From an optimization exercise on the open Yosys and OpenROAD flow, aimed at small area, a short achievable clock period and few clock cycles; shortcuts taken in it are not production practice.
Function was checked by simulation only, so behaviour that the tests miss may differ from the original.
Power is estimated from default activity; no workload was simulated.

Setup of build 40:
Design scc_chinj, start of the top module:
module scc_chinj (
    input  wire        clk,
    input  wire        rst,
    input  wire        start,
    input  wire        seed_load,
    input  wire [31:0] seed_in,
    input  wire [31:0] txlen,
    input  wire [31:0] window,
    output wire        ready,
    output wire        done,
    output wire [31:0] seed_out,
    output wire [31:0] nflip,
    input  wire        in_valid,
    output wire        in_ready,
    input  wire [31:0] in_data,
    output wire        out_valid,
    input  wire        out_ready,
    output wire [31:0] out_data
);
==> flow/config.mk <==
export PLATFORM = sky130hd
export DESIGN_NAME = scc_chinj
export DESIGN_NICKNAME = scc_chinj
export VERILOG_FILES = /design/flow/design.v
export SDC_FILE = /design/flow/constraint.sdc
export NUM_CORES = 4
export LEC_CHECK = 0
export CAP_MARGIN = 20
export CORE_MARGIN = 2
export CORE_UTILIZATION = 60
export PLACE_DENSITY = 0.7
export SETUP_SLACK_MARGIN = 2.5
export SLEW_MARGIN = 20
==> flow/constraint.sdc <==
create_clock -name core_clock -period 10.0 [get_ports {clk}]
set_input_delay 2.0000 -clock core_clock [delete_from_list [all_inputs] [get_ports {clk}]]
set_output_delay 2.0000 -clock core_clock [all_outputs]
set_load 0.01 [all_outputs]
run.sh (not shown) runs the stock make flow with config.mk's settings and CLKGATE_MAP_FILE= SYNTH_SCRIPT=/design/flow/synth_recipe.tcl, a recipe that flattens the netlist after the stock synthesis.
The final layout from build 40, which completed every stage, passed the timing, design-rule and antenna checks at the end of the flow.
Testbench counts of build 40, summed over its fixed seeds: cycles 13,330.
#### Input delta (build 63 over build 40)
--- a/flow/config.mk
+++ b/flow/config.mk
@@ -10,3 +10,3 @@
-export CORE_UTILIZATION = 60
-export PLACE_DENSITY = 0.7
-export SETUP_SLACK_MARGIN = 2.5
+export CORE_UTILIZATION = 70
+export PLACE_DENSITY = 0.8
+export SETUP_SLACK_MARGIN = 3
## What came out
The faster design of the two is build 63; build 40 tops out lower.
Compared with build 40, build 63 shows a higher relative area change from synthesis to final layout.
Build 40 → build 63: worst hold slack picked up an extra 12 ps; register-to-register slack +270 ps; sum of buffers and inverters on the critical path picked up an extra 3.
Summary: with build 40 as the reference, total vias in the final route in build 63 moved up by a few percent.
Worst voltage drop across the vdd grid (lower): build 63
Relative to build 40, the leakage power measured on build 63 has increased slightly.
Build 63 vs. build 40: total of fill cells in the finished design down 33%, chip height down 7.3%, total routing usage reported by global routing up 6.4 points.
What build 30 does differently from build 63 at the input level:
--- a/flow/config.mk
+++ b/flow/config.mk
@@ -10,3 +10,3 @@
-export CORE_UTILIZATION = 70
-export PLACE_DENSITY = 0.8
-export SETUP_SLACK_MARGIN = 3
+export CORE_UTILIZATION = 60
+export PLACE_DENSITY = 0.7
+export SETUP_SLACK_MARGIN = 3.5
Notes after the runs:
Build 30 and build 63 ended up with nearly the same total length of routed wires.
Higher detailed-routed wire length on met2 goes to build 30 over build 63.
Final standard cell area without fillers on build 30 is behind build 63.
The sequential portion of the cell area of build 30 is lower than that of build 63.
Of build 30 and build 63, it is build 30 that has the lower pin slew with the least headroom to its limit.
[inputs] build 21 vs build 30
--- a/flow/config.mk
+++ b/flow/config.mk
@@ -12 +12 @@
-export SETUP_SLACK_MARGIN = 3.5
+export SETUP_SLACK_MARGIN = 3
Findings:
- Build 30 finished every step from synthesis to the final layout, and the layout passed the timing, design-rule and antenna checks.
- Build 21 finished every stage and its layout cleared the timing, design-rule and antenna checks.
- In the flow results for build 21 and build 30, the final area is smaller on build 21.
- A capturing instance or port of the critical path of r2[9] is what build 30 shows, while sbit belongs to build 21.
- | overall routing resource usage | build 21 vs build 30 | 0.23 points lower |
- Taking build 30 as the reference, in build 21 iteration-0 DRC count of the detailed router shows an increase of 148, signed area change from the synthesized netlist to the final layout saw a decrease.
- Type of the setup path with the least slack: input pin to register -> build 21, register to register -> build 30

========
== build 54 ==
scc_chinj, a different RTL version from the one above (not shown whole).
Size: roughly 230 I/O pins, ~0.037 sq mm of cells after synthesis.
clock: 10.0 ns
lec_check: 0
cap_margin: 20
core_margin: 2
core_utilization: 60
place_density: 0.7
setup_slack_margin: 3
slew_margin: 20
Build 54 ran to completion and came out clean on the timing, design-rule and antenna checks.
Testbench counts of build 54, summed over its fixed seeds: cycles 12,861.
Inputs modified between build 54 and build 83:
- SETUP_SLACK_MARGIN now 3.5, was 3
[summary]
Build 83 completed; timing, DRC and antenna clean. Against build 54, final wirelength in build 83 came out worse. The leakage power of build 83 was inferior to that of build 54. On build 83: count of cell instances traversed by the critical path is about 3.3% lower than what build 54 gave. As of build 83, summed area of non-filler cells in the final layout had risen slightly compared to build 54. On synthesized area, build 54 and build 83 are neck and neck. The higher global-route usage came out of build 83. Build 83 vs build 54: clock buffer count down in build 83.
Modified inputs, build 32 compared to build 83
- SETUP_SLACK_MARGIN now 3.75, was 3.5
[summary]
Number of global-route vias before repair in build 32 vs build 83: up 208
In build 32 the final cell utilization of the core turned out 1.3 points higher than in build 83.
Pin slew with the least headroom to its limit (lower): build 32
Clock network fraction of design power, build 32 and build 83: lower on build 32

==> static timing again, ports no longer ideal <==
The flow's constraints put no driver on any port. The routed layouts listed below were extracted and timed again, unchanged, in two steps. Step 1 (the two cells are an assumption about what drives the block):
set clk [get_ports {clk}]
set_driving_cell -lib_cell sky130_fd_sc_hd__clkbuf_16 $clk
set_driving_cell -lib_cell sky130_fd_sc_hd__buf_2 [delete_from_list [all_inputs] $clk]
Step 2 adds t to the input delays and takes it off the output delays; t is the mean of the earliest and latest rising clock arrival at the registers after step 1. Input paths then give back, and output paths get back, about the clock's delay inside the block. Three values: no drivers, after step 1, after step 2; two values: the first two.
| run | t, ns | setup slack, ns | pins driven straight from the clock port |
|---|---|---|---|
| build 40 | 0.669 | 2.845 / 2.876 / 2.207 | 1 |
| build 63 | 0.647 | 3.148 / 3.148 / 2.647 | 1 |
| build 30 | 0.680 | 3.557 / 3.557 / 3.028 | 1 |
| build 21 | 0.669 | 3.267 / 3.297 / 2.639 | 1 |
| build 54 | 0.682 | 3.329 / 3.329 / 2.852 | 1 |
| build 83 | 0.684 | 3.677 / 3.677 / 3.138 | 1 |
| build 32 | 0.685 | 3.800 / 3.800 / 3.322 | 1 |
After both steps setup and hold are still met in every run listed. The setup slack of build 40, which loses most, moves by +0.031 ns with the drivers and by -0.638 ns with both steps.
